Background: an optimization exercise with open tools, aiming at small area. Do not read the settings as production practice. Function was checked by simulation only, so behaviour that the tests miss may differ from the original. Power and IR drop assume default switching activity.

==> flow/design.v <==
module ps_engine (
    input             clk,
    input             rst,           
    input             two_pads,      
    input             req_valid,
    output            req_ready,
    input      [31:0] req_word,
    output reg        rsp_valid,
    output reg  [1:0] rsp_status,
    output reg  [1:0] rsp_tag,
    output reg [15:0] rsp_buttons,
    output reg [31:0] rsp_axes,
    output reg [95:0] rsp_pressure,
    output reg  [3:0] rsp_flags,
    output reg  [7:0] rsp_level1,
    output reg  [7:0] rsp_level2,
    output reg  [4:0] rsp_len,
    output            cfg_req,
    input             cfg_ack,
    input             cfg_err,
    output reg        rel,
    output            xb_valid,
    output            xb_ch,
    output            xb_first,
    output            xb_last,
    output      [7:0] xb_tx,
    input             xb_ack,
    input       [7:0] xb_rx,
    input             xb_err
);
    localparam [1:0] L_UNINIT = 2'd0, L_READY = 2'd1, L_FAILED = 2'd2, L_CLOSED = 2'd3;
    localparam [1:0] ST_OK = 2'd0, ST_INVALID = 2'd1, ST_TFAIL = 2'd2;
    localparam [3:0] OP_INIT = 4'h1, OP_POLL_ALL = 4'h2, OP_SET_LEVEL = 4'h3,
                     OP_SET_ANALOG = 4'h4, OP_SET_MOTOR = 4'h5, OP_READ_KEY = 4'h6,
                     OP_READ_PAD = 4'h7, OP_CLOSE = 4'h8;
    localparam [2:0] F_POLL = 3'd0, F_ENTER = 3'd1, F_EXIT = 3'd2, F_MODE = 3'd3,
                     F_INITP = 3'd4, F_ALLP = 3'd5, F_MOTOR = 3'd6;
    localparam [1:0] S_IDLE = 2'd0, S_CFG = 2'd1, S_XFER = 2'd2;
    reg  [1:0] life;
    reg        two_q;                  
    reg  [7:0] lvl1    [0:1];          
    reg  [7:0] lvl2    [0:1];          
    reg  [3:0] flags   [0:1];          
    reg  [4:0] rlen    [0:1];          
    reg  [7:0] resp0   [0:20];         
    reg  [7:0] resp1   [0:20];         
    reg  [7:0] rxbuf   [0:20];         
    reg  [1:0] state;
    reg  [3:0] op_q;
    reg        ch_q;
    reg        b0_q, b1_q;             
    reg  [2:0] step;                   
    reg  [4:0] idx;                    
    integer i;
    wire [3:0] w_op  = req_word[3:0];
    wire       w_ch  = req_word[4];
    wire [7:0] w_a0  = req_word[15:8];
    wire [7:0] w_a1  = req_word[23:16];
    wire       rsv_bad = (req_word[7:5] != 3'd0) || (req_word[31:24] != 8'd0);
    reg        dec_invalid;
    reg        per_channel;
    always @* begin
        dec_invalid = 1'b0;
        per_channel = 1'b0;
        case (w_op)
            OP_INIT, OP_POLL_ALL, OP_CLOSE:
                dec_invalid = w_ch || (w_a0 != 8'd0) || (w_a1 != 8'd0);
            OP_SET_LEVEL, OP_SET_ANALOG, OP_SET_MOTOR:
                per_channel = 1'b1;
            OP_READ_KEY, OP_READ_PAD: begin
                per_channel = 1'b1;
                dec_invalid = (w_a0 != 8'd0) || (w_a1 != 8'd0);
            end
            default:
                dec_invalid = 1'b1;
        endcase
        if (rsv_bad)
            dec_invalid = 1'b1;
    end
    wire ch_bad = per_channel && w_ch && !two_q;
    reg        rej;           
    reg  [1:0] rej_status;
    always @* begin
        rej = 1'b1;
        rej_status = ST_INVALID;
        if (dec_invalid)                                       rej_status = ST_INVALID;
        else if (ch_bad)                                       rej_status = ST_INVALID;
        else if (life == L_CLOSED)                             rej_status = ST_INVALID;
        else if (w_op == OP_INIT && life != L_UNINIT)          rej_status = ST_INVALID;
        else if (life == L_UNINIT && w_op != OP_INIT && w_op != OP_CLOSE)
                                                               rej_status = ST_INVALID;
        else if (life == L_FAILED && w_op != OP_CLOSE)         rej_status = ST_TFAIL;
        else                                                   rej = 1'b0;
    end
    reg  [7:0] kr [0:20];
    reg  [4:0] klen;
    reg  [1:0] k_tag;
    reg [15:0] k_buttons;
    reg [31:0] k_axes;
    reg [95:0] k_pressure;
    always @* begin
        for (i = 0; i < 21; i = i + 1)
            kr[i] = w_ch ? resp1[i] : resp0[i];
        klen = w_ch ? rlen[1] : rlen[0];
        if (klen < 5'd2)              k_tag = 2'd0;
        else if (kr[1] == 8'h79)      k_tag = 2'd3;
        else if (kr[1] == 8'h73)      k_tag = 2'd2;
        else if (kr[1] == 8'h41)      k_tag = 2'd1;
        else                          k_tag = 2'd0;
        k_buttons[0]  = ~kr[3][4];     
        k_buttons[1]  = ~kr[3][6];     
        k_buttons[2]  = ~kr[3][7];     
        k_buttons[3]  = ~kr[3][5];     
        k_buttons[4]  = ~kr[4][4];     
        k_buttons[5]  = ~kr[4][5];     
        k_buttons[6]  = ~kr[4][6];     
        k_buttons[7]  = ~kr[4][7];     
        k_buttons[8]  = ~kr[3][0];     
        k_buttons[9]  = ~kr[3][3];     
        k_buttons[10] = ~kr[4][2];     
        k_buttons[11] = ~kr[4][0];     
        k_buttons[12] = ~kr[4][3];     
        k_buttons[13] = ~kr[4][1];     
        k_buttons[14] = ~kr[3][1];     
        k_buttons[15] = ~kr[3][2];     
        k_axes = {kr[8], kr[7], kr[6], kr[5]};           
        for (i = 0; i < 12; i = i + 1)
            k_pressure[8*i +: 8] = kr[9 + i];
    end
    reg  [2:0] frame;
    reg  [2:0] nsteps;
    always @* begin
        frame  = F_POLL;
        nsteps = 3'd1;
        case (op_q)
            OP_POLL_ALL: begin
                frame  = F_POLL;
                nsteps = two_q ? 3'd2 : 3'd1;
            end
            OP_SET_ANALOG: begin
                nsteps = 3'd5;
                case (step)
                    3'd0:    frame = F_ENTER;
                    3'd1:    frame = F_MODE;
                    3'd2:    frame = F_INITP;
                    3'd3:    frame = F_ALLP;
                    default: frame = F_EXIT;
                endcase
            end
            OP_SET_MOTOR: begin
                nsteps = 3'd3;
                case (step)
                    3'd0:    frame = F_ENTER;
                    3'd1:    frame = F_MOTOR;
                    default: frame = F_EXIT;
                endcase
            end
            default: ;
        endcase
    end
    wire       xch      = (op_q == OP_POLL_ALL) ? step[0] : ch_q;
    wire [4:0] flen     = (frame == F_POLL) ? 5'd21 : 5'd9;
    wire       fr_last  = (idx == flen - 5'd1);
    wire       seq_last = (step == nsteps - 3'd1);
    reg  [7:0] cmd_byte;
    always @* begin
        cmd_byte = 8'h00;
        case (idx)
            5'd0: cmd_byte = 8'h01;
            5'd1: case (frame)
                      F_POLL:  cmd_byte = 8'h42;
                      F_ENTER: cmd_byte = 8'h43;
                      F_EXIT:  cmd_byte = 8'h43;
                      F_MODE:  cmd_byte = 8'h44;
                      F_INITP: cmd_byte = 8'h40;
                      F_ALLP:  cmd_byte = 8'h4F;
                      default: cmd_byte = 8'h4D;
                  endcase
            5'd2: cmd_byte = 8'h00;
            5'd3: case (frame)
                      F_POLL:  cmd_byte = lvl1[xch];
                      F_ENTER: cmd_byte = 8'h01;
                      F_EXIT:  cmd_byte = 8'h00;
                      F_MODE:  cmd_byte = b0_q ? 8'h01 : 8'h00;
                      F_INITP: cmd_byte = 8'h00;
                      F_ALLP:  cmd_byte = 8'hFF;
                      default: cmd_byte = b0_q ? 8'h00 : 8'hFF;
                  endcase
            5'd4: case (frame)
                      F_POLL:  cmd_byte = lvl2[xch];
                      F_ENTER: cmd_byte = 8'h00;
                      F_EXIT:  cmd_byte = 8'h5A;
                      F_MODE:  cmd_byte = b1_q ? 8'h03 : 8'h00;
                      F_INITP: cmd_byte = 8'h02;
                      F_ALLP:  cmd_byte = 8'hFF;
                      default: cmd_byte = b1_q ? 8'h01 : 8'hFF;
                  endcase
            5'd5: case (frame)
                      F_EXIT:  cmd_byte = 8'h5A;
                      F_ALLP:  cmd_byte = 8'h03;
                      F_MOTOR: cmd_byte = 8'hFF;
                      default: cmd_byte = 8'h00;
                  endcase
            5'd6, 5'd8: case (frame)
                      F_EXIT:  cmd_byte = 8'h5A;
                      F_MOTOR: cmd_byte = 8'hFF;
                      default: cmd_byte = 8'h00;
                  endcase
            5'd7: case (frame)
                      F_EXIT:  cmd_byte = 8'h5A;
                      F_INITP: cmd_byte = 8'h5A;
                      F_MOTOR: cmd_byte = 8'hFF;
                      default: cmd_byte = 8'h00;
                  endcase
            default: cmd_byte = 8'h00;
        endcase
    end
    assign xb_valid = (state == S_XFER);
    assign xb_ch    = xch;
    assign xb_first = (idx == 5'd0);
    assign xb_last  = fr_last;
    assign xb_tx    = {cmd_byte[0], cmd_byte[1], cmd_byte[2], cmd_byte[3],
                       cmd_byte[4], cmd_byte[5], cmd_byte[6], cmd_byte[7]};
    assign cfg_req  = (state == S_CFG);
    assign req_ready = (state == S_IDLE);
    wire [7:0] rx_log = {xb_rx[0], xb_rx[1], xb_rx[2], xb_rx[3],
                         xb_rx[4], xb_rx[5], xb_rx[6], xb_rx[7]};
    always @(posedge clk) begin
        rsp_valid <= 1'b0;
        rel       <= 1'b0;
        if (rst) begin
            two_q <= two_pads;
            life  <= L_UNINIT;
            state <= S_IDLE;
            for (i = 0; i < 2; i = i + 1) begin
                lvl1[i]  <= 8'hFF;
                lvl2[i]  <= 8'hFF;
                flags[i] <= 4'd0;
                rlen[i]  <= 5'd0;
            end
        end else begin
            case (state)
                S_IDLE: if (req_valid) begin
                    rsp_status <= ST_OK;
                    op_q  <= w_op;
                    ch_q  <= w_ch;
                    b0_q  <= (w_a0 != 8'd0);
                    b1_q  <= (w_a1 != 8'd0);
                    step  <= 3'd0;
                    idx   <= 5'd0;
                    if (rej) begin
                        rsp_valid  <= 1'b1;
                        rsp_status <= rej_status;
                    end else begin
                        case (w_op)
                            OP_INIT:
                                state <= S_CFG;
                            OP_POLL_ALL, OP_SET_ANALOG, OP_SET_MOTOR:
                                state <= S_XFER;
                            OP_SET_LEVEL: begin
                                lvl1[w_ch] <= (w_a0 != 8'd0) ? 8'hFF : 8'h00;
                                lvl2[w_ch] <= w_a1;
                                rsp_valid  <= 1'b1;
                            end
                            OP_READ_KEY: begin
                                rsp_tag      <= k_tag;
                                rsp_buttons  <= k_buttons;
                                rsp_axes     <= k_axes;
                                rsp_pressure <= k_pressure;
                                rsp_valid    <= 1'b1;
                            end
                            OP_READ_PAD: begin
                                rsp_flags  <= flags[w_ch];
                                rsp_level1 <= lvl1[w_ch];
                                rsp_level2 <= lvl2[w_ch];
                                rsp_len    <= rlen[w_ch];
                                rsp_valid  <= 1'b1;
                            end
                            default: begin             
                                if (life != L_UNINIT)
                                    rel <= 1'b1;
                                life      <= L_CLOSED;
                                rsp_valid <= 1'b1;
                            end
                        endcase
                    end
                end
                S_CFG: if (cfg_ack) begin
                    state     <= S_IDLE;
                    rsp_valid <= 1'b1;
                    if (cfg_err) begin
                        life       <= L_FAILED;
                        rsp_status <= ST_TFAIL;
                    end else begin
                        life       <= L_READY;
                    end
                end
                S_XFER: if (xb_ack) begin
                    rxbuf[idx] <= rx_log;
                    if (!fr_last) begin
                        idx <= idx + 5'd1;
                    end else if (xb_err) begin
                        life       <= L_FAILED;
                        rsp_status <= ST_TFAIL;
                        rsp_valid  <= 1'b1;
                        state      <= S_IDLE;
                    end else begin
                        for (i = 0; i < 21; i = i + 1) begin
                            if (i < flen) begin
                                if (xch)
                                    resp1[i] <= (i == idx) ? rx_log : rxbuf[i];
                                else
                                    resp0[i] <= (i == idx) ? rx_log : rxbuf[i];
                            end
                        end
                        rlen[xch] <= flen;
                        idx <= 5'd0;
                        if (!seq_last) begin
                            step <= step + 3'd1;
                        end else begin
                            if (op_q == OP_SET_ANALOG)
                                flags[ch_q][1:0] <= {b1_q, b0_q};
                            else if (op_q == OP_SET_MOTOR)
                                flags[ch_q][3:2] <= {b1_q, b0_q};
                            rsp_valid <= 1'b1;
                            state     <= S_IDLE;
                        end
                    end
                end
                default: state <= S_IDLE;
            endcase
        end
    end
endmodule
==> flow/run.sh <==
#!/bin/bash
# synth_recipe.tcl (not shown) runs the flow's synth.tcl, then flattens the netlist and writes it again
# the make line also repeats each setting of config.mk as NAME=value (left out here)
make -C /OpenROAD-flow-scripts/flow DESIGN_CONFIG=/design/flow/config.mk WORK_HOME=/design/flow/orfs CLKGATE_MAP_FILE= SYNTH_SCRIPT=/design/flow/synth_recipe.tcl finish
==> flow/config.mk <==
export PLATFORM = sky130hd
export DESIGN_NAME = ps_engine
export DESIGN_NICKNAME = ps_engine
export VERILOG_FILES = /design/flow/design.v
export SDC_FILE = /design/flow/constraint.sdc
export NUM_CORES = 4
export LEC_CHECK = 0
export CAP_MARGIN = 20
export CORE_MARGIN = 2
export CORE_UTILIZATION = 40
export PLACE_DENSITY = 0.6
export SLEW_MARGIN = 20
==> flow/constraint.sdc <==
create_clock -name core_clock -period 10.0 [get_ports {clk}]
set_input_delay 2.0000 -clock core_clock [delete_from_list [all_inputs] [get_ports {clk}]]
set_output_delay 2.0000 -clock core_clock [all_outputs]
set_load 0.01 [all_outputs]
==> summary.md <==
| Metric | Value |
|---|---|
| Max Slew Vio Count | `0` |
| Status | `no timing/DRC/antenna violations` |
| Total Power Consumption | `5750 uW` |
| Drt via density | `5.07` |
| Syn. warnings | `4` |
| H-tree levels | `3` |
| Top Ports | `237` |
| Max-capacitance violation count | `0` |
| Post-cts sizing count | `0` |
| Row count | `94` |
| Slew HR | `26.6%` |
| Layout cells sized above 1 | `23.4%` |
| Register Area | `20200 sq um` |
| Worst Setup Start Kind | `register` |
| P_leak | `0.0103 uW` |
| Busiest layer in global routing | `met2` |
| Final GP Congestion | `0.869` |
| Hold_buf cts | `0` |
| CP Class | `register to output pin` |
| Num CTS Buffers | `71` |
| Switching power | `1140 uW` |
| Yosys reg bits | `674` |
| Number of synthesized flops with an enable pin | `666` |
| Worst Hold Class | `register to register` |
| Area of the multi-input gates | `5740 sq um` |
| Fin crit share | `58.7%` |
| Mapped Cells | `1481` |
| Overall Global Routing Usage | `16.2%` |
| Post-synthesis average cell area | `17.8 sq um` |
| DP Worst Slack | `4.43 ns` |
| Area Growth Syn to Fin | `20.9%` |
| Initial DRC Count | `898` |
| Unrepaired setup endpoints after global routing | `no` |
| Setup ws final | `4.13 ns` |
| Initial Utilization | `40.2%` |
| Die W | `260 um` |
| CP max FO | `14` |
| Clock Skew | `0.0204 ns` |
| Post-synthesis net count | `1544` |
| Largest net degree at the start of global routing | `147` |
| M3 GR Usage | `3.35%` |
| Worst-path clk slew | `0.06 ns` |
| Core Box Area | `65400 sq um` |
| Setup violators final | `0` |
| Top_reg_cell synth | `edfxtp_1` |
| Worst EP required | `8.00 ns` |
| Met2 GRT Util | `27.1%` |
| Critical Path AT | `3.87 ns` |
| Detailed-route DRC error count | `0` |
| Clock Power Share | `43.7%` |
| CTS tree | `done` |
| Sw frac | `19.8%` |
| Synth async-reset ratio | `0%` |
| Post-CTS Setup Bufs | `0` |
| Grt ovf | `0` |
| M1 GR Usage | `21.6%` |
| Final setup TNS | `0 ns` |
| Commonest non-fill, non-tap cell in the layout | `edfxtp_1` |
| Commonest non-fill, non-tap cells in the layout | `edfxtp_1 (666), mux2_2 (271), clkdlybuf4s50_1 (226), nand2_1 (103), clkbuf_16 (75)` |
| Die extent in y | `260 um` |
| DRT Wirelength | `55600 um` |
| First-pass GRT wire length | `82900 um` |
| Worst slew pin tran | `1.10 ns` |
| Initial antenna violation count | `1` |
| CTS root buffer | `clkbuf_16` |
| Number of nets with antenna violations after routing | `0` |
| Cell Int Power | `4610 uW` |
| Post-DR wirelength/cell | `21.0 um` |
| Die area | `67800 sq um` |
| Peak VDD IR | `0.000127 V` |
| Comb power frac | `2.6%` |
| Reg power frac | `53.7%` |
| Clk Latency, worst-skew pair | `0.60 ns` |
| Ant. Diodes | `0` |
| PD cells | `181 nW/um^2` |
| Port Buffers | `235` |
| Bufs on Longest Clock Path | `3` |
| Post-synth cell types | `73` |
| Max Freq | `0.170 GHz` |
| Fill count | `5489` |
| Post-Syn Area | `26300 sq um` |
| DPL Wire Length | `33600 um` |
| Fin. Hold Viols | `0` |
| Seq/Total Area, Yosys | `76.6%` |
| Vias in the first global route | `13.6k` |
| TritonCTS Sinks | `674` |
| Setup crit end kind | `output pin` |
| Pre-antenna DRT Iters | `5` |
| Post-layout min period | `5.87 ns` |
| Fin nets | `1796` |
| Vias | `13.4k` |
-- layer usage --
metal	vias to the layer above	wire, um
li1	6198	-
met1	6782	24400
met2	376	27300
met3	79	2960
met4	0	925
met5	-	0
-- worst max-delay path, stage by stage (launching register included) --
cell,delay [ns]
edfxtp_1,0.59
nor4b_4,0.43
mux2i_1,0.22
buf_4,0.24
mux2i_1,0.40
nor2_1,0.09
o311a_1,0.29
or4_1,0.47
clkdlybuf4s50_1,0.52
-- synthesized netlist by cell type (all sizes together) (12+ instances only) --
library cell / n / share of area (%)
edfxtp: 666 / 76
mux2: 272 / 12
nand2: 103 / 1.5
nor2: 54 / 0.78
clkbuf: 46 / 0.66
inv: 32 / 0.46
buf: 29 / 0.64
mux2i: 26 / 0.99
a21oi: 22 / 0.46
or2: 21 / 0.50
nand3: 16 / 0.34
ha: 15 / 0.71
nor4: 15 / 0.36
o21ai: 14 / 0.27
nor3: 13 / 0.25
nand2b: 12 / 0.29
-- power by group through the flow --
stage,Combinational (uW),Sequential [uW],Clock [uW]
after floorplan,83.8,3140,0
after global placement,146,3150,0
after detailed placement,148,3150,0
after CTS,150,3090,2580
after global routing,159,3090,2680
final,147,3090,2510
-- path summary, 6_finish.rpt --
check	start	end	slack, ns	depth (start not counted)
max reg2reg	idx[0]	resp1[9][7]	5.73	10
max	op_q[0]	xb_tx[7]	4.13	8
min	rxbuf[5][5]	resp0[5][5]	0.53	2
min reg2reg	rxbuf[5][5]	resp0[5][5]	0.53	2
-- cell families after synthesis --
kind of cell	Yosys count	synth area share, %
buffers and inverters	107	1.76
adders and majority gates	15	0.713
AOI/OAI and AO/OA	86	2.32
xor gates and xnor gates	8	0.266
DFF	674	76.6
muxes	298	12.6
and+or+nand+nor	292	5.65
other	1	0.0143
-- stage by stage --
step | utilization (%) | std cells | hold WS [ns] | cell area, sq um
2_1_floorplan | - | 1481 | 0.431 | 26300
3_3_place_gp | 45.2 | 2524 | 0.513 | 29600
3_5_place_dp | 45.2 | 2524 | 0.526 | 29600
4_1_cts | 48.6 | 2652 | 0.535 | 31800
5_1_grt | 48.6 | 2652 | 0.557 | 31800
6_report | 48.6 | 2652 | 0.532 | 31800
-- sequential cells by signal (all words and copies together), names as in the netlist, 16 cells and up --
signal        count
lvl2             16
resp0           152
rxbuf           152
rsp_pressure     96
rsp_buttons      16
resp1           152
rsp_axes         32
-- layout make-up --
class	instances	share of cell area, %
clock buffers	87	6.05
clock inverters	41	0.941
inverters	32	0.378
multi-input cells	700	18.1
flip-flops and latches	674	63.4
well taps	864	3.40
repair buffers	254	7.77

port drivers added, routing unchanged:
The results above use ideal ports. As a check the final layout listed here was re-extracted and re-timed, cells and wires unchanged. Step 1, drivers: a clkbuf_16 drives clk and a buf_2 each remaining input, both assumed. Step 2, shift: input delay + t, output delay - t, t = (earliest + latest rising clock arrival at the registers) / 2. This alone moves slack from input paths to output paths. a / b / c = ideal ports / drivers / drivers and shift; a / b = the first two.
t, ns: 0.652
setup slack, ns: 4.127 / 4.069 / 4.449
hold slack, ns: 0.532 / 0.532 / 0.532
worst data-port slew with drivers (ns): 0.04
After both steps this run still meets setup and hold. The setup slack of this run moves by -0.058 ns with the drivers and by +0.322 ns with both steps.
